This is an optimization exercise on Yosys and OpenROAD, whose aim is small area, a short achievable clock period and few clock cycles, not a production implementation.
In this exercise RTL edits were held to simulation tests only and were not proved equivalent to the original.

[flow/design.v]
module css_t1 (
    input  wire [7:0] a,
    output wire [7:0] t1
);
    wire x07 = a[7] ^ (a[5] | a[4]);
    wire x11 = a[1] & a[0];
    wire x12 = a[2] ^ x11;
    wire x14 = a[6] ^ (a[5] & a[4]);
    wire x18 = a[3] ^ x11;
    wire x21 = a[5] & ~a[4];
    assign t1[0] = ~x18;
    assign t1[1] = ~x14;
    assign t1[2] = (~a[5] | (t1[0] & (~a[6] | a[4]))) & (a[6] | x18 | x21);
    assign t1[3] = (a[3] | x14) ^ (a[1] & (~a[0] | x14));
    assign t1[4] = ~x12;
    assign t1[5] = ~x07;
    assign t1[6] = (a[2] | x07) ^ (a[0] & (~a[1] | x07));
    assign t1[7] = (t1[4] | a[7] | x21) & (~a[7] | ~a[5] | a[4]) & (a[4] | x12);
endmodule
module css_disckey (
    input  wire        clk,
    input  wire        rst,         
    input  wire        start,
    output wire        ready,
    output wire [8:0]  slot_addr,
    input  wire [39:0] slot_data,
    output wire        done,
    output wire        found,
    output wire [39:0] disc_key
);
    localparam [15:0] KL0_0 = 16'hDFDC;
    localparam [15:0] KL0_1 = 16'hDDFE;
    localparam [15:0] KL0_2 = 16'h7701;
    localparam [15:0] KL0_3 = 16'h3D3C;
    localparam [15:0] KL0_4 = 16'h6779;
    localparam [15:0] KL0_5 = 16'hCB55;
    localparam [15:0] KL0_6 = 16'hB240;
    localparam [15:0] KL0_7 = 16'h02FC;
    localparam [15:0] KL0_8 = 16'h75B3;
    localparam [15:0] KL0_9 = 16'hD75F;
    localparam [15:0] KL0_10 = 16'hB941;
    localparam [15:0] KL0_11 = 16'h2581;
    localparam [15:0] KL0_12 = 16'hC5DC;
    localparam [15:0] KL0_13 = 16'h148F;
    localparam [15:0] KL0_14 = 16'hD020;
    localparam [15:0] KL0_15 = 16'h2811;
    localparam [15:0] KL0_16 = 16'h8F1A;
    localparam [15:0] KL0_17 = 16'h95F6;
    localparam [15:0] KL0_18 = 16'h4E29;
    localparam [15:0] KL0_19 = 16'hC0B9;
    localparam [15:0] KL0_20 = 16'h88C2;
    localparam [15:0] KL0_21 = 16'h5CF6;
    localparam [15:0] KL0_22 = 16'hEFED;
    localparam [15:0] KL0_23 = 16'hF5C0;
    localparam [15:0] KL0_24 = 16'hEF95;
    localparam [15:0] KL0_25 = 16'h34A9;
    localparam [15:0] KL0_26 = 16'h104F;
    localparam [15:0] KL0_27 = 16'h7470;
    localparam [15:0] KL0_28 = 16'hE7E4;
    localparam [15:0] KL0_29 = 16'hCB7E;
    localparam [15:0] KL0_30 = 16'hCC9E;
    localparam [15:0] KL0_31 = 16'hA6C5;
    localparam [15:0] KL0_32 = 16'h9850;
    localparam [15:0] KL0_33 = 16'hC4EA;
    localparam [15:0] KL0_34 = 16'h0E38;
    localparam [15:0] KL0_35 = 16'h9CAC;
    localparam [15:0] KL0_36 = 16'h1DB9;
    localparam [15:0] KL0_37 = 16'hFC9F;
    localparam [15:0] KL0_38 = 16'h8A6F;
    localparam [15:0] KL0_39 = 16'h0A04;
    localparam [15:0] KL1_0 = 16'h7879;
    localparam [15:0] KL1_1 = 16'h8CBD;
    localparam [15:0] KL1_2 = 16'h0853;
    localparam [15:0] KL1_3 = 16'h7E72;
    localparam [15:0] KL1_4 = 16'h0FFC;
    localparam [15:0] KL1_5 = 16'hA18D;
    localparam [15:0] KL1_6 = 16'h9479;
    localparam [15:0] KL1_7 = 16'h2BC6;
    localparam [15:0] KL1_8 = 16'h9137;
    localparam [15:0] KL1_9 = 16'hCA3B;
    localparam [15:0] KL1_10 = 16'h404B;
    localparam [15:0] KL1_11 = 16'h63E8;
    localparam [15:0] KL1_12 = 16'h8C08;
    localparam [15:0] KL1_13 = 16'h536D;
    localparam [15:0] KL1_14 = 16'h07FE;
    localparam [15:0] KL1_15 = 16'h7F46;
    localparam [15:0] KL1_16 = 16'h7089;
    localparam [15:0] KL1_17 = 16'hF4A7;
    localparam [15:0] KL1_18 = 16'h1C95;
    localparam [15:0] KL1_19 = 16'h9BEB;
    localparam [15:0] KL1_20 = 16'h80A5;
    localparam [15:0] KL1_21 = 16'h4D8A;
    localparam [15:0] KL1_22 = 16'h9FBE;
    localparam [15:0] KL1_23 = 16'hFFE6;
    localparam [15:0] KL1_24 = 16'hE402;
    localparam [15:0] KL1_25 = 16'h3377;
    localparam [15:0] KL1_26 = 16'hE044;
    localparam [15:0] KL1_27 = 16'h0B81;
    localparam [15:0] KL1_28 = 16'h7B77;
    localparam [15:0] KL1_29 = 16'h6A1F;
    localparam [15:0] KL1_30 = 16'h22FE;
    localparam [15:0] KL1_31 = 16'hC342;
    localparam [15:0] KL1_32 = 16'hE410;
    localparam [15:0] KL1_33 = 16'h2788;
    localparam [15:0] KL1_34 = 16'h7725;
    localparam [15:0] KL1_35 = 16'hB767;
    localparam [15:0] KL1_36 = 16'h3BE3;
    localparam [15:0] KL1_37 = 16'h6110;
    localparam [15:0] KL1_38 = 16'h8F9E;
    localparam [15:0] KL1_39 = 16'hCF0D;
    wire [15:0] qoh_w;
    wire [39:0] kp_tab0 = {|(KL0_39 & qoh_w), |(KL0_38 & qoh_w), |(KL0_37 & qoh_w), |(KL0_36 & qoh_w), |(KL0_35 & qoh_w), |(KL0_34 & qoh_w), |(KL0_33 & qoh_w), |(KL0_32 & qoh_w), |(KL0_31 & qoh_w), |(KL0_30 & qoh_w), |(KL0_29 & qoh_w), |(KL0_28 & qoh_w), |(KL0_27 & qoh_w), |(KL0_26 & qoh_w), |(KL0_25 & qoh_w), |(KL0_24 & qoh_w), |(KL0_23 & qoh_w), |(KL0_22 & qoh_w), |(KL0_21 & qoh_w), |(KL0_20 & qoh_w), |(KL0_19 & qoh_w), |(KL0_18 & qoh_w), |(KL0_17 & qoh_w), |(KL0_16 & qoh_w), |(KL0_15 & qoh_w), |(KL0_14 & qoh_w), |(KL0_13 & qoh_w), |(KL0_12 & qoh_w), |(KL0_11 & qoh_w), |(KL0_10 & qoh_w), |(KL0_9 & qoh_w), |(KL0_8 & qoh_w), |(KL0_7 & qoh_w), |(KL0_6 & qoh_w), |(KL0_5 & qoh_w), |(KL0_4 & qoh_w), |(KL0_3 & qoh_w), |(KL0_2 & qoh_w), |(KL0_1 & qoh_w), |(KL0_0 & qoh_w)};
    wire [39:0] kp_tab1 = {|(KL1_39 & qoh_w), |(KL1_38 & qoh_w), |(KL1_37 & qoh_w), |(KL1_36 & qoh_w), |(KL1_35 & qoh_w), |(KL1_34 & qoh_w), |(KL1_33 & qoh_w), |(KL1_32 & qoh_w), |(KL1_31 & qoh_w), |(KL1_30 & qoh_w), |(KL1_29 & qoh_w), |(KL1_28 & qoh_w), |(KL1_27 & qoh_w), |(KL1_26 & qoh_w), |(KL1_25 & qoh_w), |(KL1_24 & qoh_w), |(KL1_23 & qoh_w), |(KL1_22 & qoh_w), |(KL1_21 & qoh_w), |(KL1_20 & qoh_w), |(KL1_19 & qoh_w), |(KL1_18 & qoh_w), |(KL1_17 & qoh_w), |(KL1_16 & qoh_w), |(KL1_15 & qoh_w), |(KL1_14 & qoh_w), |(KL1_13 & qoh_w), |(KL1_12 & qoh_w), |(KL1_11 & qoh_w), |(KL1_10 & qoh_w), |(KL1_9 & qoh_w), |(KL1_8 & qoh_w), |(KL1_7 & qoh_w), |(KL1_6 & qoh_w), |(KL1_5 & qoh_w), |(KL1_4 & qoh_w), |(KL1_3 & qoh_w), |(KL1_2 & qoh_w), |(KL1_1 & qoh_w), |(KL1_0 & qoh_w)};
    reg         busy;
    reg  [8:0]  addr_r;       
    reg         pres_val;     
    reg         pres_bub;     
    reg  [15:0] qoh;          
    reg         kodd;         
    reg         s0_ver, s0_val, s0_bub, s0_end, s0_last;
    reg         s1_ver;
    reg         v1, n1, l1, v2, n2, l2, v3, n3, l3, v4, n4, l4;   
    reg  [8:0]  s4;           
    reg         adv;          
    reg         pend1;        
    reg  [8:0]  slot1;        
    reg         rp1, rp2, rp3, rp4;   
    reg         done_r, found_r;
    reg  [39:0] vc;           
    reg  [4:0]  r4e0, r4e1;   
    assign qoh_w = qoh;
    wire [39:0] kp0 = kp_tab0;
    wire [39:0] kp1 = kp_tab1;
    wire [39:0] e = slot_data;
    wire [39:0] te;
    genvar g;
    generate
        for (g = 0; g < 5; g = g + 1) begin : g_t1e
            css_t1 u (.a(e[8*g +: 8]), .t1(te[8*g +: 8]));
        end
    endgenerate
    wire [39:0] base = {te[39:8] ^ e[31:0], te[7:0]};
    wire [39:0] dd0, c20, c21, c30;
    wire [4:0]  eq0, eq1;
    css_lane u_l0 (.clk(clk), .kp(kp0), .base(base), .vc(vc), .c3in(kodd ? c21 : c20),
                   .dd(dd0), .c2(c20), .c3(c30), .eqb(eq0));
    css_lane u_l1 (.clk(clk), .kp(kp1), .base(base), .vc(vc), .c3in(c21),
                   .dd(),    .c2(c21), .c3(),    .eqb(eq1));
    wire        hit0  = v4 && (&r4e0);
    wire        hit1  = v4 && (&r4e1);
    wire        rep   = !rp1 && !rp2 && !rp3 && !rp4 && !done_r && v4 && (hit0 || (n4 && (pend1 || hit1)));
    wire        nf    = !done_r && v4 && n4 && l4 && !hit0 && !hit1 && !pend1;
    wire [15:0] q4    = adv ? {1'b0, qoh[15:1]} : qoh;
    always @(posedge clk) begin
        r4e0 <= eq0;
        r4e1 <= eq1;
        if (s1_ver) vc <= dd0;
        if (hit1 && !pend1) slot1 <= s4;
    end
    always @(posedge clk) begin
        if (rst) begin
            busy     <= 1'b0;
            addr_r   <= 9'd0;
            pres_val <= 1'b0;
            pres_bub <= 1'b0;
            qoh      <= 16'd0;
            kodd     <= 1'b0;
            s0_ver   <= 1'b0;
            s1_ver   <= 1'b0;
            s0_val   <= 1'b0;
            s0_bub   <= 1'b0;
            s0_end   <= 1'b0;
            s0_last  <= 1'b0;
            v1 <= 1'b0; n1 <= 1'b0; l1 <= 1'b0;
            v2 <= 1'b0; n2 <= 1'b0; l2 <= 1'b0;
            v3 <= 1'b0; n3 <= 1'b0; l3 <= 1'b0;
            v4 <= 1'b0; n4 <= 1'b0; l4 <= 1'b0;
            s4       <= 9'd1;
            adv      <= 1'b0;
            pend1    <= 1'b0;
            rp1      <= 1'b0;
            rp2      <= 1'b0;
            rp3      <= 1'b0;
            rp4      <= 1'b0;
            done_r   <= 1'b0;
            found_r  <= 1'b0;
        end else begin
            done_r  <= rp4 || nf;
            found_r <= rp4;
            rp2     <= rp1;
            rp3     <= rp2;
            rp4     <= rp3;
            rp1     <= 1'b0;
            s0_ver  <= 1'b0;
            s1_ver  <= s0_ver;
            s0_val  <= pres_val;
            s0_bub  <= pres_bub;
            s0_end  <= pres_val && (addr_r == 9'd408);
            s0_last <= qoh[15];
            v1 <= s0_val; n1 <= s0_end; l1 <= s0_last;
            v2 <= v1;     n2 <= n1;     l2 <= l1;
            v3 <= v2;     n3 <= n2;     l3 <= l2;
            v4 <= v3;     n4 <= n3;     l4 <= l3;
            if (s0_ver) qoh <= 16'd1;
            if (s0_bub) qoh <= {qoh[14:0], 1'b0};
            if (s0_bub) adv <= 1'b1;
            if (v4) s4 <= n4 ? 9'd1 : s4 + 9'd1;
            if (v4 && n4) adv <= 1'b0;
            if (hit1) pend1 <= 1'b1;
            if (v4 && n4) pend1 <= 1'b0;
            if (pres_val) begin
                if (addr_r == 9'd408) begin
                    pres_val <= 1'b0;
                    pres_bub <= !qoh[15];
                end else begin
                    addr_r <= addr_r + 9'd1;
                end
            end else if (pres_bub) begin
                pres_bub <= 1'b0;
                pres_val <= 1'b1;
                addr_r   <= 9'd1;
            end
            if (!busy) begin
                if (start) begin
                    busy     <= 1'b1;
                    s0_ver   <= 1'b1;
                    pres_val <= 1'b1;
                    pres_bub <= 1'b0;
                    addr_r   <= 9'd1;
                    qoh      <= 16'd0;
                    kodd     <= 1'b0;
                    s4       <= 9'd1;
                    adv      <= 1'b0;
                    pend1    <= 1'b0;
                end
            end else if (done_r) begin
                busy     <= 1'b0;
                addr_r   <= 9'd0;
                pres_val <= 1'b0;
                pres_bub <= 1'b0;
                s0_val   <= 1'b0;
                s0_bub   <= 1'b0;
                s0_end   <= 1'b0;
                v1 <= 1'b0; v2 <= 1'b0; v3 <= 1'b0; v4 <= 1'b0;
                n1 <= 1'b0; n2 <= 1'b0; n3 <= 1'b0; n4 <= 1'b0;
                pend1    <= 1'b0;
            end else if (rep) begin
                rp1      <= 1'b1;
                addr_r   <= hit0 ? s4 : (pend1 ? slot1 : s4);
                qoh      <= q4;
                kodd     <= !hit0;
                pres_val <= 1'b0;
                pres_bub <= 1'b0;
                s0_val   <= 1'b0;
                s0_bub   <= 1'b0;
                s0_end   <= 1'b0;
                v1 <= 1'b0; v2 <= 1'b0; v3 <= 1'b0; v4 <= 1'b0;
                n1 <= 1'b0; n2 <= 1'b0; n3 <= 1'b0; n4 <= 1'b0;
                pend1    <= 1'b0;
            end
        end
    end
    assign ready     = !busy;
    assign slot_addr = addr_r;
    assign done      = done_r;
    assign found     = found_r;
    assign disc_key  = c30;
endmodule
module css_lane (
    input  wire        clk,
    input  wire [39:0] kp,      
    input  wire [39:0] base,    
    input  wire [39:0] vc,      
    input  wire [39:0] c3in,    
    output wire [39:0] dd,      
    output wire [39:0] c2,      
    output wire [39:0] c3,      
    output wire [4:0]  eqb      
);
    reg  [39:0] r1;           
    reg  [39:0] r2;           
    reg  [39:0] r3s;          
    reg  [3:0]  r3g;          
    reg  [3:1]  r3p;          
    reg  [39:0] r3c;          
    genvar g;
    wire [39:0] d1 = kp ^ base;
    assign dd = {r1[39:8], r1[7:0] ^ r1[39:32]};
    wire [39:0] td;
    generate
        for (g = 0; g < 5; g = g + 1) begin : g_t1d
            css_t1 u (.a(dd[8*g +: 8]), .t1(td[8*g +: 8]));
        end
    endgenerate
    wire [39:0] cand = kp ^ td ^ {dd[31:0], 8'd0};
    wire [39:0] ka, kb;
    css_ks u_ks (.ck(r2), .a(ka), .b(kb));
    wire [8:0]  bs [0:4];     
    wire [4:0]  bp;           
    generate
        for (g = 0; g < 5; g = g + 1) begin : g_bs
            assign bs[g] = {1'b0, ka[8*g +: 8]} + {1'b0, kb[8*g +: 8]};
            assign bp[g] = &(ka[8*g +: 8] ^ kb[8*g +: 8]);
        end
    endgenerate
    wire [39:0] bsum = {bs[4][7:0], bs[3][7:0], bs[2][7:0], bs[1][7:0], bs[0][7:0]};
    wire [4:1] y;
    assign y[1] = r3g[0];
    assign y[2] = r3g[1] | (r3p[1] & r3g[0]);
    assign y[3] = r3g[2] | (r3p[2] & r3g[1]) | (r3p[2] & r3p[1] & r3g[0]);
    assign y[4] = r3g[3] | (r3p[3] & r3g[2]) | (r3p[3] & r3p[2] & r3g[1]) | (r3p[3] & r3p[2] & r3p[1] & r3g[0]);
    wire [39:0] kv;
    assign kv[7:0] = r3s[7:0];
    generate
        for (g = 1; g < 5; g = g + 1) begin : g_inc
            assign kv[8*g +: 8] = r3s[8*g +: 8] + {7'd0, y[g]};
        end
    endgenerate
    wire [39:0] dv;
    assign dv[39:8] = kv[39:8] ^ vc[39:8];
    assign dv[7:0]  = kv[7:0] ^ kv[39:32] ^ vc[7:0];
    wire [39:0] tv;
    generate
        for (g = 0; g < 5; g = g + 1) begin : g_t1v
            css_t1 u (.a(dv[8*g +: 8]), .t1(tv[8*g +: 8]));
        end
    endgenerate
    wire [39:0] want = kv ^ {dv[31:0], 8'd0} ^ r3c;    
    generate
        for (g = 0; g < 5; g = g + 1) begin : g_eq
            css_eq8 u (.a(tv[8*g +: 8]), .b(want[8*g +: 8]), .eq(eqb[g]));
        end
    endgenerate
    assign c2 = r2;
    assign c3 = r3c;
    always @(posedge clk) begin
        r1  <= d1;
        r2  <= cand;
        r3s <= bsum;
        r3g <= {bs[3][8], bs[2][8], bs[1][8], bs[0][8]};
        r3p <= bp[3:1];
        r3c <= c3in;
    end
endmodule
module css_eq8 (
    input  wire [7:0] a,
    input  wire [7:0] b,
    output wire       eq
);
    assign eq = (a == b);
endmodule
module css_ks (
    input  wire [39:0] ck,
    output wire [39:0] a,
    output wire [39:0] b
);
    wire x40 = ck[2] ^ ck[12];
    wire x41 = ck[1] ^ ck[11];
    wire x42 = ck[0] ^ ck[10];
    wire x43 = ck[9] ^ ck[15];
    wire x44 = ck[8] ^ ck[14];
    wire x45 = ck[7] ^ x40;
    wire x46 = ck[6] ^ x41;
    wire x47 = ck[4] ^ x43;
    wire x48 = ck[5] ^ x42;
    wire x49 = ck[3] ^ x44;
    wire x50 = ck[13] ^ x48;
    wire x51 = x45 ^ x47;
    wire x52 = x46 ^ x49;
    wire x53 = ck[26] ^ ck[35];
    wire x54 = ck[36] ^ ck[39];
    wire x55 = ck[19] ^ ck[28];
    wire x56 = ck[20] ^ ck[29];
    wire x57 = ck[21] ^ ck[30];
    wire x58 = ck[22] ^ ck[31];
    wire x59 = ck[23] ^ ck[27];
    wire x60 = ck[23] ^ ck[32];
    wire x61 = ck[24] ^ ck[33];
    wire x62 = ck[25] ^ ck[34];
    wire x63 = ck[27] ^ ck[30];
    wire x64 = ck[13] ^ x52;
    wire x65 = ck[18] ^ ck[25];
    wire x66 = ck[26] ^ ck[29];
    wire x67 = ck[32] ^ ck[36];
    wire x68 = ck[33] ^ ck[37];
    wire x69 = ck[34] ^ ck[38];
    wire x70 = ck[22] ^ x53;
    wire x71 = ck[28] ^ x56;
    wire x72 = ck[31] ^ x60;
    wire x73 = ck[35] ^ x54;
    wire x74 = ck[0] ^ ck[13];
    wire x75 = ck[1] ^ ck[14];
    wire x76 = ck[2] ^ ck[15];
    wire x77 = ck[16] ^ ck[17];
    wire x78 = ck[16] ^ ck[24];
    wire x79 = ck[16] ^ ck[31];
    wire x80 = ck[17] ^ ck[18];
    wire x81 = ck[17] ^ ck[24];
    wire x82 = ck[28] ^ ck[34];
    wire x83 = ck[29] ^ ck[35];
    wire x84 = ck[13] ^ x42;
    wire x85 = ck[19] ^ x60;
    wire x86 = ck[20] ^ x61;
    wire x87 = ck[21] ^ x62;
    wire x88 = ck[25] ^ x81;
    wire x89 = ck[27] ^ x55;
    wire x90 = ck[33] ^ x57;
    wire x91 = ck[34] ^ x58;
    wire x92 = x53 ^ x69;
    wire x93 = x54 ^ x59;
    wire x94 = x57 ^ x66;
    wire x95 = x58 ^ x63;
    wire x96 = x59 ^ x78;
    wire x97 = x61 ^ x67;
    wire x98 = x62 ^ x68;
    wire x99 = x70 ^ x93;
    wire x100 = ck[27] ^ x73;
    wire x101 = ck[35] ^ x72;
    wire x102 = ck[30] ^ x91;
    wire x103 = ck[29] ^ x90;
    wire x104 = ck[32] ^ x71;
    wire x105 = ck[31] ^ x89;
    wire x106 = ck[26] ^ x63;
    wire x107 = x65 ^ x66;
    wire x108 = ck[28] ^ x88;
    wire x109 = ck[38] ^ x70;
    wire x110 = x87 ^ x109;
    wire x111 = ck[37] ^ x86;
    wire x112 = x87 ^ x111;
    wire x113 = ck[36] ^ x85;
    wire x114 = x86 ^ x113;
    wire x115 = ck[35] ^ x58;
    wire x116 = x85 ^ x115;
    wire x117 = ck[18] ^ x57;
    wire x118 = x91 ^ x117;
    wire x119 = x56 ^ x80;
    wire x120 = x90 ^ x119;
    wire x121 = ck[32] ^ x55;
    wire x122 = x56 ^ x77;
    wire x123 = x121 ^ x122;
    wire x124 = x55 ^ x79;
    wire x125 = x73 ^ x124;
    wire x126 = ck[18] ^ ck[30];
    wire x127 = x54 ^ x69;
    wire x128 = x126 ^ x127;
    wire x129 = ck[38] ^ x68;
    wire x130 = x80 ^ x83;
    wire x131 = x129 ^ x130;
    wire x132 = ck[37] ^ x67;
    wire x133 = x77 ^ x82;
    wire x134 = x132 ^ x133;
    wire x135 = ck[33] ^ ck[39];
    wire x136 = x79 ^ x135;
    wire x137 = ck[32] ^ ck[38];
    wire x138 = x63 ^ x137;
    wire x139 = x73 ^ x138;
    wire x140 = ck[29] ^ ck[31];
    wire x141 = ck[37] ^ x140;
    wire x142 = x92 ^ x141;
    wire x143 = ck[28] ^ ck[30];
    wire x144 = ck[36] ^ x143;
    wire x145 = x98 ^ x144;
    wire x146 = ck[27] ^ x83;
    wire x147 = x97 ^ x146;
    wire x148 = x53 ^ x82;
    wire x149 = x72 ^ x148;
    wire x150 = ck[33] ^ x62;
    wire x151 = x95 ^ x150;
    wire x152 = ck[32] ^ x61;
    wire x153 = x94 ^ x152;
    wire x154 = ck[25] ^ x71;
    wire x155 = x72 ^ x154;
    wire x156 = ck[24] ^ x55;
    wire x157 = x95 ^ x156;
    wire x158 = x59 ^ x94;
    wire x159 = ck[22] ^ ck[26];
    wire x160 = x65 ^ x159;
    wire x161 = x71 ^ x160;
    wire x162 = ck[21] ^ x88;
    wire x163 = x89 ^ x162;
    wire x164 = ck[20] ^ ck[26];
    wire x165 = x96 ^ x164;
    wire x166 = ck[19] ^ x65;
    wire x167 = x99 ^ x166;
    wire x168 = ck[15] ^ x40;
    wire x169 = ck[14] ^ x41;
    wire x170 = x40 ^ x43;
    wire x171 = x41 ^ x44;
    wire x172 = x43 ^ x45;
    wire x173 = x44 ^ x46;
    wire x174 = ck[2] ^ x50;
    wire x175 = ck[1] ^ x51;
    wire x176 = ck[0] ^ x52;
    wire x177 = ck[15] ^ x50;
    wire x178 = ck[14] ^ x51;
    wire x179 = x40 ^ x50;
    wire x180 = x41 ^ x51;
    wire x181 = x42 ^ x52;
    wire x182 = x43 ^ x50;
    wire x183 = x44 ^ x51;
    wire x184 = x45 ^ x50;
    wire x185 = x46 ^ x51;
    wire x186 = x48 ^ x52;
    wire x187 = x47 ^ x50;
    wire x188 = x49 ^ x51;
    wire x189 = ck[2] ^ ck[13];
    wire x190 = x52 ^ x189;
    wire x191 = ck[1] ^ x45;
    wire x192 = x50 ^ x191;
    wire x193 = ck[0] ^ x46;
    wire x194 = x51 ^ x193;
    wire x195 = x48 ^ x76;
    wire x196 = x52 ^ x195;
    wire x197 = x47 ^ x75;
    wire x198 = x50 ^ x197;
    wire x199 = x49 ^ x74;
    wire x200 = x51 ^ x199;
    wire x201 = ck[12] ^ ck[13];
    wire x202 = ck[15] ^ x201;
    wire x203 = x52 ^ x202;
    wire x204 = ck[11] ^ ck[14];
    wire x205 = x45 ^ x204;
    wire x206 = x50 ^ x205;
    wire x207 = ck[10] ^ ck[13];
    wire x208 = x46 ^ x207;
    wire x209 = x51 ^ x208;
    assign a[0] = x100;
    assign a[1] = x92;
    assign a[2] = x98;
    assign a[3] = x97;
    assign a[4] = x101;
    assign a[5] = x102;
    assign a[6] = x103;
    assign a[7] = x104;
    assign a[8] = x105;
    assign a[9] = ~x106;
    assign a[10] = x107;
    assign a[11] = x108;
    assign a[12] = x96;
    assign a[13] = x99;
    assign a[14] = x110;
    assign a[15] = x112;
    assign a[16] = x114;
    assign a[17] = ~x116;
    assign a[18] = ~x118;
    assign a[19] = x120;
    assign a[20] = x123;
    assign a[21] = ~x125;
    assign a[22] = ~x128;
    assign a[23] = x131;
    assign a[24] = x134;
    assign a[25] = x136;
    assign a[26] = x139;
    assign a[27] = x142;
    assign a[28] = x145;
    assign a[29] = x147;
    assign a[30] = x149;
    assign a[31] = x151;
    assign a[32] = x153;
    assign a[33] = x155;
    assign a[34] = x157;
    assign a[35] = ~x158;
    assign a[36] = x161;
    assign a[37] = x163;
    assign a[38] = ~x165;
    assign a[39] = x167;
    assign b[0] = x76;
    assign b[1] = x75;
    assign b[2] = x74;
    assign b[3] = x168;
    assign b[4] = x169;
    assign b[5] = x84;
    assign b[6] = x170;
    assign b[7] = x171;
    assign b[8] = ~x84;
    assign b[9] = x172;
    assign b[10] = x173;
    assign b[11] = ~x50;
    assign b[12] = x51;
    assign b[13] = x52;
    assign b[14] = ~x174;
    assign b[15] = x175;
    assign b[16] = x176;
    assign b[17] = ~x177;
    assign b[18] = x178;
    assign b[19] = x64;
    assign b[20] = ~x179;
    assign b[21] = x180;
    assign b[22] = x181;
    assign b[23] = ~x182;
    assign b[24] = x183;
    assign b[25] = ~x64;
    assign b[26] = ~x184;
    assign b[27] = x185;
    assign b[28] = x186;
    assign b[29] = ~x187;
    assign b[30] = x188;
    assign b[31] = ~x190;
    assign b[32] = ~x192;
    assign b[33] = x194;
    assign b[34] = x196;
    assign b[35] = ~x198;
    assign b[36] = x200;
    assign b[37] = ~x203;
    assign b[38] = ~x206;
    assign b[39] = x209;
endmodule
[flow/flow/run.sh]
#!/bin/bash
set -euo pipefail
export BUFFER_PORTS_ARGS="-buffer_cell sky130_fd_sc_hd__buf_2"
bash standard.sh > standard.log 2>&1
[flow/standard.sh]
#!/bin/bash
# synth_recipe.tcl (not shown) runs the flow's synth.tcl, then flattens the netlist and writes it again
# the make line also repeats each setting of config.mk as NAME=value (left out here)
make -C /OpenROAD-flow-scripts/flow DESIGN_CONFIG=/design/flow/config.mk WORK_HOME=/design/flow/orfs CLKGATE_MAP_FILE= SYNTH_SCRIPT=/design/flow/synth_recipe.tcl "${@:-finish}"
[flow/config.mk]
export PLATFORM = sky130hd
export DESIGN_NAME = css_disckey
export DESIGN_NICKNAME = css_disckey
export VERILOG_FILES = /design/flow/design.v
export SDC_FILE = /design/flow/constraint.sdc
export NUM_CORES = 4
export LEC_CHECK = 0
export CAP_MARGIN = 20
export CORE_MARGIN = 2
export CORE_UTILIZATION = 55
export PLACE_DENSITY = 0.72
export SETUP_SLACK_MARGIN = 3.0
export SLEW_MARGIN = 20
export SYNTH_HIERARCHICAL = 1
[flow/constraint.sdc]
create_clock -name core_clock -period 6.0 [get_ports {clk}]
set_input_delay 1.2000 -clock core_clock [delete_from_list [all_inputs] [get_ports {clk}]]
set_output_delay 1.2000 -clock core_clock [all_outputs]
set_load 0.01 [all_outputs]
==> run notes, run 1 <==
Placer Congestion=1.02; initial antenna violation count=0; IO buf count=between 90 and 100; Reg2Reg Depth=11; Avg WL per Cell=between 20 and 30 um; Filler cells=4805; Reg clk slew, reported paths=around 0.060 ns; Critical Path Start=u_l1.r2[21]$_DFF_P_; crit path time final=slightly above 3 ns; vias in the first global route=24116; worst reg2reg path startpoint=u_l1.r2[21]$_DFF_P_; most common cell after layout, fill and taps aside=xnor2_1; DPL Wire Length=between 80000 and 90000 um; RR Endpoint=u_l1.r3s[38]$_DFF_P_; R2R setup slack=2.91 ns; Inserted Diodes=0; status=no timing/DRC/antenna violations; CP Max Fanout=5; total negative setup slack=0 ns; Startpoint Class=flop; Nets=roughly 3500; DIE AREA=between 60000 and 70000 um2; slew margin rel.=0.213; syn_nets=~3500; Multi-input gate area=~22000 um2; total grt overflow=0; pin count of the biggest net entering global routing=42; f_max=approximately 320 MHz; vias=~25000; drt pass-1 iters=5; max-cap violation count=0; clock skew=approximately 0.035 ns; first-pass GRT wire length=around 160000 um; All-Layer GR Usage=0.345; drt drc=0; CTS root buf=clkbuf_16; endpoint class of the critical path=flop; # hold bufs at CTS=0; Vias/cell=about 6; Syn-to-layout area delta=10.7%; class of the worst hold path=reg2reg; commonest non-fill, non-tap cells in the layout=xnor2_1 (543), dfxtp_1 (363), xor2_1 (345); unrepaired setup endpoints after global routing=true; Netlist Area Pre-Place=~32000 um2; layout cell share with drive strength beyond 1=0.180; capture point of the critical path=u_l1.r3s[38]$_DFF_P_; CTS Buf Count=between 50 and 60; Worst Max-Slew Pin Slew=around 1.2 ns; clock sinks=about 460; FF/Latch Area=9720 um2; Hold Vio Cnt, Final=0; hold_ws=roughly 0.42 ns; setup violators final=0; core area=slightly below 60000 um2; Avg Synthesized Cell Area=roughly 9.6 um2; Initial Utilization=0.558; DIE WIDTH=246 um; max-slew violations=0; critical hold path startpoint=u_l1.r2[5]$_DFF_P_; htree depth=2; Post-Syn Instances=between 3000 and 4000; std cell rows=88; Required @ worst endpoint=~6.5 ns; Routed Antenna Nets=0; worst-skew pair later-pin latency=approximately 0.62 ns; Die H=roughly 250 um; Max Buffers Root-to-Sink=3; Final period util=0.515; Top-Level Pins=95; Setup CP Type=reg2reg; yosys warns=8; Routed Wire Length=about 110000 um; DR iter-0 viols=between 2000 and 2500; crit path DAT=about 3.6 ns; TritonCTS clock tree=done
[worst min-delay path by stage]
stage,endpoint,slack [ns],cells after the start
floorplan,u_l1.r3c[0]$_DFF_P_,0.34,0
global placement,n2$_SDFF_PP0_,0.41,1
detailed placement,n1$_SDFF_PP0_,0.41,1
CTS,u_l1.r3c[5]$_DFF_P_,0.42,0
global route,u_l1.r3c[5]$_DFF_P_,0.42,0
finish,u_l1.r3c[5]$_DFF_P_,0.42,0
[state kept, by name, indices dropped and copies added, names as in the netlist, 40 cells and up]
register  count
u_l0.r1      40
u_l0.r2      40
u_l0.r3c     40
u_l0.r3s     40
u_l1.r1      40
u_l1.r2      40
u_l1.r3c     40
u_l1.r3s     40
vc           40
[metal layers]
layer / up-vias / wire length, um / track usage
met5: - / 0 / 0
met4: 0 / 6670 / 0.189
met3: 303 / 8230 / 0.0562
met2: 1098 / 47800 / 0.544
met1: 11896 / 44000 / 0.452
li1: 11372 / - / -
[critical path, cell delays in order, from the launching register on]
cell	delay, ns
dfxtp_1	0.68
xor2_2	0.33
xor2_1	0.32
xor2_1	0.23
ha_1	0.21
inv_1	0.06
fa_1	0.39
nor2b_1	0.13
o21ai_0	0.11
a21boi_1	0.26
mux2i_1	0.22
nand2_1	0.07
[final cells by class]
| type | instances | area share |
|---|---|---|
| clock buffer | 70 | 0.0405 |
| clock inverter | 25 | 0.00917 |
| inverter | 91 | 0.00962 |
| multi-input combinational | 2575 | 0.618 |
| sequential | 457 | 0.272 |
| tap | 765 | 0.0268 |
| timing repair buffer | 140 | 0.0239 |
[through the flow]
stage	instance area, um2	setup WS (ns)	cells	utilization
2_1_floorplan	32300	3.00	3367	-
3_3_place_gp	32300	2.57	3991	0.557
3_5_place_dp	32300	2.53	3992	0.557
4_1_cts	34700	2.84	4104	0.600
5_1_grt	35800	2.81	4123	0.618
6_report	35800	2.91	4123	0.618
[repair_timing]
action,in CTS,in global routing
gates resized for setup,107,147
hold endpoints to repair,0,0
cloned,0,2
pin swaps,14,38
setup endpoints to repair,43,48
buffers inserted,17,17
Testbench counts, summed over its fixed seeds: cycles 138,914.
==> run 2, diff against run 1 <==
--- a/flow/config.mk
+++ b/flow/config.mk
@@ -7,8 +7,8 @@
 export LEC_CHECK = 0
 export CAP_MARGIN = 20
 export CORE_MARGIN = 2
-export CORE_UTILIZATION = 55
-export PLACE_DENSITY = 0.72
+export CORE_UTILIZATION = 50
+export PLACE_DENSITY = 0.7
 export SETUP_SLACK_MARGIN = 3.0
 export SLEW_MARGIN = 20
 export SYNTH_HIERARCHICAL = 1
==> run notes, run 2 <==
dpl cell area=32300 um2 (+0.13%); worst-path cell chain=xor3_2, buf_4, xnor2_2, xor2_1, ha_1, a21oi_1, o2111ai_1, a21o_1, a21oi_1, xnor2_1; Top-Level Pins=95 (unchanged); worst path buffer plus inverter count=1 (unchanged); Startpoint Class=flop; CTS Buf Count=50 (-2.0%); commonest non-fill, non-tap cells in the layout=xnor2_1 (547), dfxtp_1 (360), xor2_1 (352); CP Max Fanout=7 (+2); Setup CP Type=reg2reg; std cell rows=93 (+5.7%); Max Buffers Root-to-Sink=3 (unchanged); Avg Synthesized Cell Area=9.59 um2 (unchanged); slew margin rel.=0.215 (+0.00224); vias in the first global route=22733 (-5.7%); Crit path top cell by count=a21oi_1; Routed Antenna Nets=0 (unchanged); most common cell after layout, fill and taps aside=xnor2_1; crit path DAT=3.51 ns (-0.08 ns); Avg WL per Cell=23.0 um (-11%); # hold bufs at CTS=0 (unchanged); Routed Wire Length=96600 um (-9.5%); crit path time final=2.97 ns (-0.119 ns); htree depth=2 (unchanged); core area=64100 um2 (+11%); max-cap violation count=0 (unchanged); class of the worst hold path=reg2reg; total grt overflow=0 (unchanged); syn_nets=3517 (unchanged); gr busiest metal=met2; Final period util=0.495 (-0.0199); initial antenna violation count=1 (+1); CTS root buf=clkbuf_16; GRT met1 Usage=0.389 (-0.0630); status=no timing/DRC/antenna violations; pin count of the biggest net entering global routing=42 (unchanged); met3 Use GR=0.0537 (-0.00252); Die H=258 um (+4.8%); total negative setup slack=0 ns (unchanged); Critical-path top delay cell=xor3_2; Post-Syn Instances=3367 (unchanged); first-pass GRT wire length=144000 um (-7.6%); layout cell share with drive strength beyond 1=0.166 (-0.0145); DPL Wire Length=76700 um (-10%); DIE WIDTH=258 um (+4.8%); f_max=336 MHz (+4.0%); setup violators final=0 (unchanged); drt pass-1 iters=7 (+2); DIE AREA=66600 um2 (+9.8%); clock skew=0.0270 ns (-0.00845 ns); All-Layer GR Usage=0.284 (-0.0610); CP max stage delay=0.50 ns (-0.18 ns); dpl cells=4073 (+2.0%); Initial Utilization=0.504 (-0.0539); Placer Congestion=1.06 (+3.7%); max-slew violations=0 (unchanged); Reg clk slew, reported paths=0.06 ns (about the same); clock sinks=457 (unchanged); design area=35300 um2 (-1.2%); DR iter-0 viols=2583 (+19%); IO buf count=94 (unchanged); Required @ worst endpoint=6.53 ns (+0.03 ns); Worst Max-Slew Pin Slew=1.17 ns (-0.00335 ns); yosys warns=8 (unchanged); Hold Vio Cnt, Final=0 (unchanged); Syn-to-layout area delta=9.40%; unrepaired setup endpoints after global routing=true; Vias/cell=5.74 (-4.1%); GR Layer Usage met2=0.436 (-0.108); Nets=3452 (-0.40%); Placement Setup Slack=2.52 ns (-0.00817 ns); Netlist Area Pre-Place=32300 um2 (unchanged); critical path's top delay family=XOR/XNOR gates; drt drc=0 (unchanged); Filler cells=5606 (+17%); worst-skew pair later-pin latency=0.62 ns (about the same); endpoint class of the critical path=flop; final worst slack=3.03 ns (+0.119 ns); TritonCTS clock tree=done; hold_ws=0.417 ns (-0.00560 ns); non-filler cells, final=4200 (+1.9%); vias=24104 (-2.3%)
run 2: final timing paths:
kind	slack, ns	cells past startpoint	start	endpoint
max	3.03	10	u_l1.r2[0]$_DFF_P_	u_l1.r3s[23]$_DFF_P_
min	0.42	0	u_l1.r2[6]$_DFF_P_	u_l1.r3c[6]$_DFF_P_
max reg2reg	3.03	10	u_l1.r2[0]$_DFF_P_	u_l1.r3s[23]$_DFF_P_
min reg2reg	0.42	0	u_l1.r2[6]$_DFF_P_	u_l1.r3c[6]$_DFF_P_
run 2: worst register-to-register path, stage by stage, from the launching register on:
cell       delay [ns]
dfxtp_4          0.43
xor3_2           0.50
buf_4            0.18
xnor2_2          0.17
xor2_1           0.31
ha_1             0.31
a21oi_1          0.23
o2111ai_1        0.22
a21o_1           0.23
a21oi_1          0.17
xnor2_1          0.14
run 2: layer usage:
metal	routed length (um)	share of wire	up-vias
li1	-	-	11359
met1	41400	0.43	11407
met2	41500	0.43	1076
met3	8440	0.087	262
met4	5280	0.055	0
met5	0	0	-
run 2: timing repair:
item / 4_1_cts / 5_1_grt
pin swaps: 10 / 51
endpoints found under the setup margin: 39 / 45
setup buffers: 12 / 20
gates cloned: 0 / 0
gates resized for setup: 93 / 119
run 2: metrics by stage:
stage	util
floorplan	-
global placement	0.504
detailed placement	0.504
CTS	0.539
global route	0.551
finish	0.551
run 2: layout make-up:
type / count / area, um2 / share of cell area
Tap cell: 855 / 1070 / 0.0303
Antenna cell: 1 / 2.50 / 0.0000708
Multi-Input combinational cell: 2573 / 21800 / 0.616
Timing Repair Buffer: 129 / 741 / 0.0210
Clock buffer: 67 / 1380 / 0.0390
Inverter: 91 / 342 / 0.00967
Clock inverter: 27 / 322 / 0.00910
Sequential cell: 457 / 9720 / 0.275
==> run 3, diff against run 2 <==
--- a/flow/config.mk
+++ b/flow/config.mk
@@ -9,6 +9,6 @@
 export CORE_MARGIN = 2
 export CORE_UTILIZATION = 50
 export PLACE_DENSITY = 0.7
-export SETUP_SLACK_MARGIN = 3.0
+export SETUP_SLACK_MARGIN = 3.2
 export SLEW_MARGIN = 20
 export SYNTH_HIERARCHICAL = 1
==> run notes, run 3 <==
Filler cells=5367 (-4.3%); DR iter-0 viols=3046 (+18%); syn_nets=3517 (unchanged); CTS root buf=clkbuf_16; hold_ws=0.381 ns (-0.0357 ns); clock skew=0.0283 ns (+0.00123 ns); max-cap violation count=0 (unchanged); TritonCTS clock tree=done; drt pass-1 iters=7 (unchanged); crit path DAT=3.59 ns (+0.08 ns); worst-path cell chain=a21o_1, a21o_1, a21o_1, ha_4, ha_4, nand3_4, xor2_2, buf_6, xnor2_4, buf_6, or3_4, a21oi_2, o2bb2ai_2, xnor2_1, nand4_1, nor2_1; std cell rows=93 (unchanged); All-Layer GR Usage=0.299 (+0.0147); total negative setup slack=0 ns (unchanged); CP Max Fanout=4 (-3); dpl cells=4075 (+0.049%); Netlist Area Pre-Place=32300 um2 (unchanged); Reg clk slew, reported paths=0.06 ns (about the same); Post-Syn Instances=3367 (unchanged); Hold Vio Cnt, Final=0 (unchanged); Routed Antenna Nets=0 (unchanged); Worst Max-Slew Pin Slew=1.12 ns (-0.0500 ns); DPL Wire Length=80200 um (+4.5%); status=no timing/DRC/antenna violations; DIE WIDTH=258 um (unchanged); layout cell share with drive strength beyond 1=0.215 (+0.0492); Initial Utilization=0.504 (unchanged); Final period util=0.507 (+0.0121); vias=24923 (+3.4%); Nets=3516 (+1.9%); fin util=0.574 (+0.0227); htree depth=2 (unchanged); yosys warns=8 (unchanged); crit path time final=3.04 ns (+0.0728 ns); Max Buffers Root-to-Sink=3 (unchanged); initial antenna violation count=5 (+4); worst-skew pair later-pin latency=0.64 ns (+0.02 ns); vias in the first global route=23445 (+3.1%); # hold bufs at CTS=0 (unchanged); drt drc=0 (unchanged); Required @ worst endpoint=6.55 ns (+0.02 ns); Die H=258 um (unchanged); unrepaired setup endpoints after global routing=true; setup violators final=0 (unchanged); Avg Synthesized Cell Area=9.59 um2 (unchanged); max-slew violations=0 (unchanged); most common cell after layout, fill and taps aside=xnor2_1; CTS Buf Count=51 (+2.0%); core area=64100 um2 (unchanged); Vias/cell=5.84 (+1.8%); Placer Congestion=1.04 (-1.9%); Critical-path top delay cell=dfxtp_4; commonest non-fill, non-tap cells in the layout=xnor2_1 (533), dfxtp_1 (342), xor2_1 (335); GRT met1 Usage=0.402 (+0.0129); IO buf count=94 (unchanged); Routed Wire Length=103000 um (+6.4%); Crit path top cell by count=a21o_1; CP max stage delay=0.36 ns (-0.14 ns); pin count of the biggest net entering global routing=42 (unchanged); slew margin rel.=0.251 (+0.0358); class of the worst hold path=reg2reg; Top-Level Pins=95 (unchanged); clock sinks=457 (unchanged); Startpoint Class=flop; gr busiest metal=met2; Avg WL per Cell=24.1 um (+4.8%); Syn-to-layout area delta=13.9%; met3 Use GR=0.0525 (-0.00118); DIE AREA=66600 um2 (unchanged); GR Layer Usage met2=0.462 (+0.0261); f_max=328 MHz (-2.4%); non-filler cells, final=4264 (+1.5%); first-pass GRT wire length=150000 um (+4.3%); Setup CP Type=reg2reg; endpoint class of the critical path=flop; total grt overflow=0 (unchanged)
-- run 3: metrics by stage --
step           setup WS, ns  instance area (um2)
6_report               2.96                36800
3_5_place_dp           2.47                32500
2_1_floorplan          3.18                32400
5_1_grt                2.87                36800
3_3_place_gp           2.52                32500
4_1_cts                3.04                35600
-- run 3: area by class of cell --
cell class	instances	area, um2	area share
inverter	91	347	0.00942
antenna	2	5.00	0.000136
tap	855	1070	0.0291
clock buffer	57	1320	0.0358
clock inverter	37	453	0.0123
timing repair buffer	192	1280	0.0347
sequential	457	9790	0.266
multi-input combinational	2573	22500	0.612
-- run 3: routing by layer --
metal,wire (um),up-vias,part of all wire
met5,0,-,0
met4,6160,0,0.060
met3,8780,302,0.085
met2,45000,1286,0.44
met1,42900,11849,0.42
li1,-,11486,-
-- run 3: path summary, 6_finish.rpt --
| check | startpoint | to | slack [ns] | depth (start not counted) |
|---|---|---|---|---|
| max | u_l1.r3g[0]$_DFF_P_ | r4e1[0]$_DFF_P_ | 2.96 | 16 |
| max reg2reg | u_l1.r3g[0]$_DFF_P_ | r4e1[0]$_DFF_P_ | 2.96 | 16 |
| min reg2reg | u_l1.r2[6]$_DFF_P_ | u_l1.r3c[6]$_DFF_P_ | 0.38 | 0 |
| min | u_l1.r2[6]$_DFF_P_ | u_l1.r3c[6]$_DFF_P_ | 0.38 | 0 |
-- run 3: repair_timing --
item	4_1_cts	5_1_grt
cloned	0	0
buffers inserted	44	49
resized for setup	204	152
pin swaps	51	51
setup endpoints to repair	58	41
-- run 3: critical path, delay by kind of cell (launching register included) --
| kind | cells | cell delay, ns |
|---|---|---|
| adders and majority gates | 2 | 0.37 |
| AOI/OAI and AO/OA | 5 | 0.76 |
| DFF | 1 | 0.36 |
| and+or+nand+nor | 4 | 0.68 |
| buffers and inverters | 2 | 0.33 |
| xor gates and xnor gates | 3 | 0.45 |
==> run 4, diff against run 3 <==
--- a/flow/design.v
+++ b/flow/design.v
@@ -280,8 +280,7 @@
     reg  [39:0] r1;           
     reg  [39:0] r2;           
     reg  [39:0] r3s;          
-    reg  [3:0]  r3g;          
-    reg  [3:1]  r3p;          
+    reg  [4:1]  r3y;          
     reg  [39:0] r3c;          
     genvar g;
     wire [39:0] d1 = kp ^ base;
@@ -296,19 +295,37 @@
     wire [39:0] ka, kb;
     css_ks u_ks (.ck(r2), .a(ka), .b(kb));
     wire [8:0]  bs [0:4];     
-    wire [4:0]  bp;           
     generate
         for (g = 0; g < 5; g = g + 1) begin : g_bs
             assign bs[g] = {1'b0, ka[8*g +: 8]} + {1'b0, kb[8*g +: 8]};
-            assign bp[g] = &(ka[8*g +: 8] ^ kb[8*g +: 8]);
         end
     endgenerate
+    wire [31:0] g0 = ka[31:0] & kb[31:0];
+    wire [31:0] p0 = ka[31:0] ^ kb[31:0];
+    wire [15:0] g1, p1;
+    wire [7:0]  g2, p2;
+    wire [3:0]  g3, p3;
+    generate
+        for (g = 0; g < 16; g = g + 1) begin : g_l1
+            assign g1[g] = g0[2*g+1] | (p0[2*g+1] & g0[2*g]);
+            assign p1[g] = p0[2*g+1] & p0[2*g];
+        end
+        for (g = 0; g < 8; g = g + 1) begin : g_l2
+            assign g2[g] = g1[2*g+1] | (p1[2*g+1] & g1[2*g]);
+            assign p2[g] = p1[2*g+1] & p1[2*g];
+        end
+        for (g = 0; g < 4; g = g + 1) begin : g_l3
+            assign g3[g] = g2[2*g+1] | (p2[2*g+1] & g2[2*g]);
+            assign p3[g] = p2[2*g+1] & p2[2*g];
+        end
+    endgenerate
+    wire [4:1] by;            
+    assign by[1] = g3[0];
+    assign by[2] = g3[1] | (p3[1] & g3[0]);
+    assign by[3] = g3[2] | (p3[2] & g3[1]) | (p3[2] & p3[1] & g3[0]);
+    assign by[4] = (g3[3] | (p3[3] & g3[2])) | ((p3[3] & p3[2]) & (g3[1] | (p3[1] & g3[0])));
     wire [39:0] bsum = {bs[4][7:0], bs[3][7:0], bs[2][7:0], bs[1][7:0], bs[0][7:0]};
-    wire [4:1] y;
-    assign y[1] = r3g[0];
-    assign y[2] = r3g[1] | (r3p[1] & r3g[0]);
-    assign y[3] = r3g[2] | (r3p[2] & r3g[1]) | (r3p[2] & r3p[1] & r3g[0]);
-    assign y[4] = r3g[3] | (r3p[3] & r3g[2]) | (r3p[3] & r3p[2] & r3g[1]) | (r3p[3] & r3p[2] & r3p[1] & r3g[0]);
+    wire [4:1] y = r3y;
     wire [39:0] kv;
     assign kv[7:0] = r3s[7:0];
     generate
@@ -337,8 +354,7 @@
         r1  <= d1;
         r2  <= cand;
         r3s <= bsum;
-        r3g <= {bs[3][8], bs[2][8], bs[1][8], bs[0][8]};
-        r3p <= bp[3:1];
+        r3y <= by;
         r3c <= c3in;
     end
 endmodule
==> run notes, run 4 <==
IO buf count=94 (unchanged); Multi-input gate area=22000 um2 (-2.4%); CP Max Fanout=5 (+1); DPL Wire Length=77400 um (-3.5%); Setup CP Type=reg2reg; Final period util=0.496 (-0.0116); pin count of the biggest net entering global routing=42 (unchanged); gr busiest metal=met2; unrepaired setup endpoints after global routing=true; commonest non-fill, non-tap cells in the layout=xnor2_1 (549), xor2_1 (355), dfxtp_1 (331); Hold Vio Cnt, Final=0 (unchanged); Avg WL per Cell=23.8 um (-1.4%); TritonCTS clock tree=done; first-pass GRT wire length=143000 um (-4.5%); total negative setup slack=0 ns (unchanged); CTS root buf=clkbuf_16; clock sinks=451 (-1.3%); yosys warns=8 (unchanged); R2R setup slack=3.03 ns (+0.07 ns); dpl cell area=31700 um2 (-2.4%); status=no timing/DRC/antenna violations; critical hold path startpoint=u_l1.r2[5]$_DFF_P_; drt drc=0 (unchanged); Top-Level Pins=95 (unchanged); worst-skew pair later-pin latency=0.61 ns (-0.03 ns); htree depth=2 (unchanged); initial antenna violation count=3 (-2); non-filler cells, final=4186 (-1.8%); fin util=0.573 (-0.000919); CTS Buf Count=50 (-2.0%); max-cap violation count=0 (unchanged); RR Endpoint=u_l1.r3y[4]$_DFF_P_; Die H=255 um (-1.2%); Max Buffers Root-to-Sink=3 (unchanged); Placer Congestion=1.02 (-1.6%); Netlist Area Pre-Place=31500 um2 (-2.4%); most common cell after layout, fill and taps aside=xnor2_1; Routed Wire Length=99500 um (-3.3%); std cell rows=92 (-1.1%); vias in the first global route=22727 (-3.1%); Placement Setup Slack=2.49 ns (+0.0199 ns); Hold Path Depth=0 (unchanged); crit path time final=2.98 ns (-0.0697 ns); All-Layer GR Usage=0.295 (-0.00378); f_max=336 MHz (+2.3%); design area=35900 um2 (-2.3%); Syn-to-layout area delta=14.0% (about the same); max-slew violations=0 (unchanged); class of the worst hold path=reg2reg; Avg Synthesized Cell Area=9.59 um2 (about the same); DIE AREA=65100 um2 (-2.4%); Reg2Reg Depth=9 (-7); Reg clk slew, reported paths=0.06 ns (about the same); Worst Max-Slew Pin Slew=1.17 ns (+0.0473 ns); setup violators final=0 (unchanged); vias=24395 (-2.1%); DR iter-0 viols=2832 (-7.0%); met3 Use GR=0.0469 (-0.00563); GRT met1 Usage=0.403 (+0.00113); final worst slack=3.03 ns (+0.0697 ns); layout cell share with drive strength beyond 1=0.211 (-0.00437); Initial Utilization=0.502 (-0.00128); Nets=3448 (-1.9%); # hold bufs at CTS=0 (unchanged); crit path DAT=3.47 ns (-0.12 ns); core area=62700 um2 (-2.2%); Routed Antenna Nets=0 (unchanged); Inserted Diodes=0 (-2); end of the worst hold path=u_l1.r3c[5]$_DFF_P_; slew margin rel.=0.217 (-0.0339); Filler cells=5242 (-2.3%); drt pass-1 iters=6 (-1); dpl cells=3993 (-2.0%); GR Layer Usage met2=0.450 (-0.0116); Startpoint Class=flop; Vias/cell=5.83 (-0.29%); DIE WIDTH=255 um (-1.2%); total grt overflow=0 (unchanged); endpoint class of the critical path=flop; FF/Latch Area=9710 um2 (-0.81%); Post-Syn Instances=3285 (-2.4%); syn_nets=3435 (-2.3%); Required @ worst endpoint=6.50 ns (-0.05 ns); worst reg2reg path startpoint=u_l1.r2[6]$_DFF_P_; clock skew=0.0210 ns (-0.00724 ns)
-- run 4: repair_timing --
action                                 4_1_cts  5_1_grt
pin swaps                                   41       66
endpoints found under the hold margin        0        0
gates resized for setup                    172      172
cloned                                       0        1
setup buffers                               45       53
setup endpoints to repair                   59       34
-- run 4: per-layer routing --
metal / wire, um / vias up
met3: 7970 / 303
li1: - / 11306
met4: 6160 / 2
met1: 42300 / 11638
met2: 43100 / 1146
met5: 13 / -
-- run 4: worst max-delay path, stage by stage, from the launching register on --
cell and delay, ns:
dfxtp_4 0.35, xnor3_2 0.41, xor3_2 0.54, buf_6 0.16, xnor2_1 0.15, ha_2 0.22
or3_1 0.38, o211ai_1 0.23, o211ai_2 0.15, a211o_1 0.27
-- run 4: area by class of cell --
type                    instances  share of cell area
clock buffers                  66              0.0404
clock inverters                28             0.00742
inverters                      35             0.00379
multi-input cells            2560               0.612
flip-flops and latches        451               0.270
well taps                     846              0.0295
repair buffers                200              0.0371
-- run 4: through the flow --
step	hold slack (ns)
after floorplan	0.341
after global placement	0.408
after detailed placement	0.411
after CTS	0.405
after global routing	0.390
final	0.371
-- run 4: how the worst max path moves through the flow --
stage | end | from | slack (ns)
finish | u_l1.r3y[4]$_DFF_P_ | u_l1.r2[6]$_DFF_P_ | 3.03
global placement | u_l1.r3y[4]$_DFF_P_ | u_l1.r2[32]$_DFF_P_ | 2.48
detailed placement | u_l1.r3y[4]$_DFF_P_ | u_l1.r2[32]$_DFF_P_ | 2.49
global route | u_l1.r3y[4]$_DFF_P_ | u_l1.r2[6]$_DFF_P_ | 2.97
CTS | u_l1.r3y[4]$_DFF_P_ | u_l1.r2[15]$_DFF_P_ | 3.10
floorplan | u_l1.r3y[4]$_DFF_P_ | u_l1.r2[1]$_DFF_P_ | 3.01
Testbench counts of run 4, summed over its fixed seeds: cycles 138,914.
==> run 5, diff against run 4 <==
--- a/flow/config.mk
+++ b/flow/config.mk
@@ -9,6 +9,6 @@
 export CORE_MARGIN = 2
 export CORE_UTILIZATION = 50
 export PLACE_DENSITY = 0.7
-export SETUP_SLACK_MARGIN = 3.2
+export SETUP_SLACK_MARGIN = 2.9
 export SLEW_MARGIN = 20
 export SYNTH_HIERARCHICAL = 1
==> run notes, run 5 <==
status=no timing/DRC/antenna violations; htree depth=2 (unchanged); design area=34000 um2 (-5.3%); vias in the first global route=22178 (-2.4%); Routed Wire Length=96800 um (-2.8%); CTS Buf Count=49 (-2.0%); layout cell share with drive strength beyond 1=0.143 (-0.0680); Startpoint Class=flop; Initial Utilization=0.502 (unchanged); f_max=320 MHz (-4.7%); class of the worst hold path=reg2reg; initial antenna violation count=2 (-1); worst-path cell chain=xnor2_2, xnor3_1, xnor2_1, ha_1, a211oi_1, nor3b_1, o41ai_2, o211ai_2, a211o_1; IO buf count=94 (unchanged); TritonCTS clock tree=done; Syn-to-layout area delta=7.99%; slew margin rel.=0.254 (+0.0366); crit path time final=3.12 ns (+0.147 ns); Vias/cell=5.75 (-1.3%); most common cell after layout, fill and taps aside=xnor2_1; drt pass-1 iters=6 (unchanged); total grt overflow=0 (unchanged); dpl cell area=31600 um2 (-0.36%); Die H=255 um (unchanged); commonest non-fill, non-tap cells in the layout=xnor2_1 (584), xor2_1 (383), dfxtp_1 (355); fin util=0.543 (-0.0303); CP max stage delay=0.74 ns (+0.20 ns); Reg clk slew, reported paths=0.06 ns (about the same); clock sinks=451 (unchanged); setup violators final=0 (unchanged); std cell rows=92 (unchanged); DR iter-0 viols=2576 (-9.0%); Final period util=0.520 (+0.0246); worst path buffer plus inverter count=0 (-1); Worst Max-Slew Pin Slew=1.12 ns (-0.0513 ns); Routed Antenna Nets=0 (unchanged); DIE AREA=65100 um2 (unchanged); Nets=3372 (-2.2%); Netlist Area Pre-Place=31500 um2 (unchanged); first-pass GRT wire length=141000 um (-1.3%); Top-Level Pins=95 (unchanged); drt drc=0 (unchanged); syn_nets=3435 (unchanged); Post-Syn Instances=3285 (unchanged); hold_ws=0.416 ns (+0.0457 ns); CP Max Fanout=8 (+3); unrepaired setup endpoints after global routing=true; critical path's top delay family=compound AO/OA/AOI/OAI gates; max-slew violations=0 (unchanged); Avg Synthesized Cell Area=9.59 um2 (unchanged); yosys warns=8 (unchanged); DPL Wire Length=77500 um (+0.12%); All-Layer GR Usage=0.293 (-0.00266); Required @ worst endpoint=6.50 ns (about the same); max-cap violation count=0 (unchanged); Setup CP Type=reg2reg; Avg WL per Cell=23.5 um (-0.96%); Placer Congestion=1.05 (+2.0%); Critical-path top delay cell=dfxtp_1; crit path DAT=3.62 ns (+0.15 ns); total negative setup slack=0 ns (unchanged); dpl cells=3990 (-0.075%); non-filler cells, final=4110 (-1.8%); Hold Vio Cnt, Final=0 (unchanged); clock skew=0.0224 ns (+0.00142 ns); Max Buffers Root-to-Sink=3 (unchanged); core area=62700 um2 (unchanged); worst-skew pair later-pin latency=0.62 ns (about the same); endpoint class of the critical path=flop; DIE WIDTH=255 um (unchanged); pin count of the biggest net entering global routing=42 (unchanged); vias=23651 (-3.0%); CTS root buf=clkbuf_16
## run 5: changes by cell type in the layout (fill, tap and decap cells not counted), sizes merged
cell    before  now
buf        200  126
bufinv       1    3
clkinv      11    9
inv         46   44
diode        0    1
xnor2      622  621
## run 5: area by class of cell
| class | count | area (um2) |
|---|---|---|
| fill | 5600 | 28700 |
| multi-input combinational | 2559 | 20800 |
| sequential | 451 | 9600 |
| clock buffer | 66 | 1430 |
| tap | 846 | 1060 |
| timing repair buffer | 126 | 714 |
| clock inverter | 26 | 290 |
| inverter | 35 | 134 |
| antenna | 1 | 2.50 |
## run 5: through the flow
stage	worst slack [ns]
global route	2.77
finish	2.88
global placement	2.58
floorplan	2.90
CTS	2.81
detailed placement	2.53
## run 5: final timing paths
check | start | endpoint | slack [ns] | depth (start not counted)
setup / recovery | u_l1.r2[35]$_DFF_P_ | u_l1.r3y[4]$_DFF_P_ | 2.88 | 9
hold / removal | u_l1.r2[7]$_DFF_P_ | u_l1.r3c[7]$_DFF_P_ | 0.42 | 0
setup reg to reg | u_l1.r2[35]$_DFF_P_ | u_l1.r3y[4]$_DFF_P_ | 2.88 | 9
hold reg to reg | u_l1.r2[7]$_DFF_P_ | u_l1.r3c[7]$_DFF_P_ | 0.42 | 0
## run 5: timing repair
action,in CTS,in global routing
endpoints found under the setup margin,19,18
resized for setup,48,76
pin swaps,8,11
buffers inserted,7,20
hold buffers,0,0
## run 5: metal layers
layer / wire [um] / track usage
met1: 41900 / 0.398
met2: 41300 / 0.441
met3: 8010 / 0.0580
met4: 5530 / 0.147
met5: 12 / 0
==> run 6, diff against run 5 <==
--- a/flow/config.mk
+++ b/flow/config.mk
@@ -8,7 +8,9 @@
 export CAP_MARGIN = 20
 export CORE_MARGIN = 2
 export CORE_UTILIZATION = 50
+export CTS_CLUSTER_DIAMETER = 80
+export CTS_CLUSTER_SIZE = 40
 export PLACE_DENSITY = 0.7
-export SETUP_SLACK_MARGIN = 2.9
+export SETUP_SLACK_MARGIN = 3.0
 export SLEW_MARGIN = 20
 export SYNTH_HIERARCHICAL = 1
==> run notes, run 6 <==
status=no timing/DRC/antenna violations; syn_nets=3435 (unchanged); Top-Level Pins=95 (unchanged); endpoint class of the critical path=flop; Multi-input gate area=21100 um2 (+1.6%); Initial Utilization=0.502 (unchanged); hold_ws=0.395 ns (-0.0212 ns); slew margin rel.=0.241 (-0.0124); Placer Congestion=1.08 (+3.3%); CP Max Fanout=4 (-4); total grt overflow=0 (unchanged); vias=23684 (+0.14%); Metal-1 WL=41100 um (-2.0%); Filler cells=5483 (-2.1%); drt drc=0 (unchanged); commonest non-fill, non-tap cells in the layout=xnor2_1 (575), xor2_1 (377), dfxtp_1 (342); DPL Wire Length=76300 um (-1.5%); CTS root buf=clkbuf_16; class of the worst hold path=reg2reg; Startpoint Class=flop; Netlist Area Pre-Place=31500 um2 (unchanged); total negative setup slack=0 ns (unchanged); drt pass-1 iters=8 (+2); Final period util=0.498 (-0.0225); most common cell after layout, fill and taps aside=xnor2_1; TritonCTS clock tree=done; Avg Synthesized Cell Area=9.59 um2 (unchanged); Die H=255 um (unchanged); non-filler cells, final=4086 (-0.58%); Reg clk slew, reported paths=0.11 ns (+0.05 ns); pin count of the biggest net entering global routing=42 (unchanged); dpl cells=3988 (-0.050%); setup violators final=0 (unchanged); FF/Latch Area=9660 um2 (+0.64%); # hold bufs at CTS=0 (unchanged); Top Metal Used=met5; final worst slack=3.01 ns (+0.135 ns); worst-skew pair later-pin latency=0.62 ns (about the same); vias in the first global route=21893 (-1.3%); Worst Max-Slew Pin Slew=1.13 ns (+0.0150 ns); htree depth=1 (-1); Syn-to-layout area delta=7.76%; clock sinks=451 (unchanged); fin util=0.541 (-0.00114); Vias/cell=5.80 (+0.73%); WL met2=41400 um (+0.40%); DR iter-0 viols=2797 (+8.6%); layout cell share with drive strength beyond 1=0.152 (+0.00966); DIE AREA=65100 um2 (unchanged); initial antenna violation count=2 (unchanged); Placement Setup Slack=2.51 ns (-0.0281 ns); max-slew violations=0 (unchanged); core area=62700 um2 (unchanged); Post-Syn Instances=3285 (unchanged); unrepaired setup endpoints after global routing=true; Routed Antenna Nets=0 (unchanged); f_max=335 MHz (+4.5%); DIE WIDTH=255 um (unchanged); first-pass GRT wire length=139000 um (-1.5%); yosys warns=8 (unchanged); clock skew=0.0541 ns (+0.0317 ns); met3 WL=7950 um (-0.76%); Hold Vio Cnt, Final=0 (unchanged); All-Layer GR Usage=0.286 (-0.00636); crit path time final=2.99 ns (-0.135 ns); max-cap violation count=0 (unchanged); Routed Wire Length=95900 um (-0.86%); CTS Buf Count=27 (-45%); Setup CP Type=reg2reg; IO buf count=94 (unchanged); Inserted Diodes=0 (-1); std cell rows=92 (unchanged); Required @ worst endpoint=6.53 ns (+0.03 ns); Max Buffers Root-to-Sink=3 (unchanged); Avg WL per Cell=23.5 um (-0.28%); Nets=3370 (-0.059%); crit path DAT=3.52 ns (-0.10 ns)
==> run 6: final timing paths <==
check | startpoint | endpoint | slack [ns] | depth (start not counted)
max | u_l0.r2[10]$_DFF_P_ | u_l0.r3s[23]$_DFF_P_ | 3.01 | 10
min | u_l1.r2[6]$_DFF_P_ | u_l1.r3c[6]$_DFF_P_ | 0.40 | 0
max reg2reg | u_l0.r2[10]$_DFF_P_ | u_l0.r3s[23]$_DFF_P_ | 3.01 | 10
min reg2reg | u_l1.r2[6]$_DFF_P_ | u_l1.r3c[6]$_DFF_P_ | 0.40 | 0
==> run 6: repair_timing <==
| action | in CTS | in global routing |
|---|---|---|
| pin swaps | 9 | 21 |
| buffers inserted | 14 | 35 |
| gates resized for setup | 79 | 111 |
| setup endpoints to repair | 27 | 24 |
==> run 6: layout make-up <==
class | count | share of cell area
Clock buffer | 27 | 0.0199
Inverter | 35 | 0.00402
Clock inverter | 22 | 0.0130
Tap cell | 846 | 0.0312
Multi-Input combinational cell | 2559 | 0.622
Sequential cell | 451 | 0.284
Timing Repair Buffer | 146 | 0.0255
==> run 6: critical path, cell delays in order, from the launching register on <==
cell	delay (ns)
dfxtp_2	0.39
xor3_2	0.50
buf_4	0.18
xnor2_1	0.27
xor2_1	0.48
ha_1	0.35
a21o_1	0.20
nand2_1	0.07
a21oi_1	0.08
o21ai_0	0.22
xnor2_1	0.17
==> run 6: through the flow <==
stage | area, um2
final | 34000
after global routing | 34000
after CTS | 33200
after detailed placement | 31600
after global placement | 31600
after floorplan | 31600
==> run 6: routing by layer <==
metal  up-vias  track usage
li1      11135            -
met1     11176        0.392
met2      1120        0.435
met3       251       0.0483
met4         2        0.143
met5         -            0

## afterwards: timing with drivers on the ports
The results above use ideal ports. As a check the final layouts listed here were re-extracted and re-timed, cells and wires unchanged.
Step 1 sets driving cells, clkbuf_16 on the clock port and buf_2 on the other inputs (assumed; they add their load-dependent delay and slew).
Step 2 also shifts input and output timing later by t, the mid clock arrival at the registers, as if the neighbouring blocks saw the same clock.
Three values: ideal ports, drivers, drivers and shift; two values: the first two.
run	t (ns)	slack for setup (ns)	hold slack, ns
run 1	0.661	2.909 / 2.909 / 2.909	0.422 / 0.422 / 0.422
run 2	0.671	3.028 / 3.028 / 2.890	0.417 / 0.417 / 0.417
run 3	0.693	2.955 / 2.955 / 2.955	0.381 / 0.381 / 0.381
run 4	0.666	3.025 / 3.025 / 2.948	0.371 / 0.371 / 0.371
run 5	0.671	2.878 / 2.878 / 2.878	0.416 / 0.416 / 0.416
run 6	0.654	3.013 / 3.013 / 2.970	0.395 / 0.395 / 0.395
After both steps every run listed still meets setup and hold. The setup slack of run 2, which loses most, moves by 0.000 ns with the drivers and by -0.138 ns with both steps.
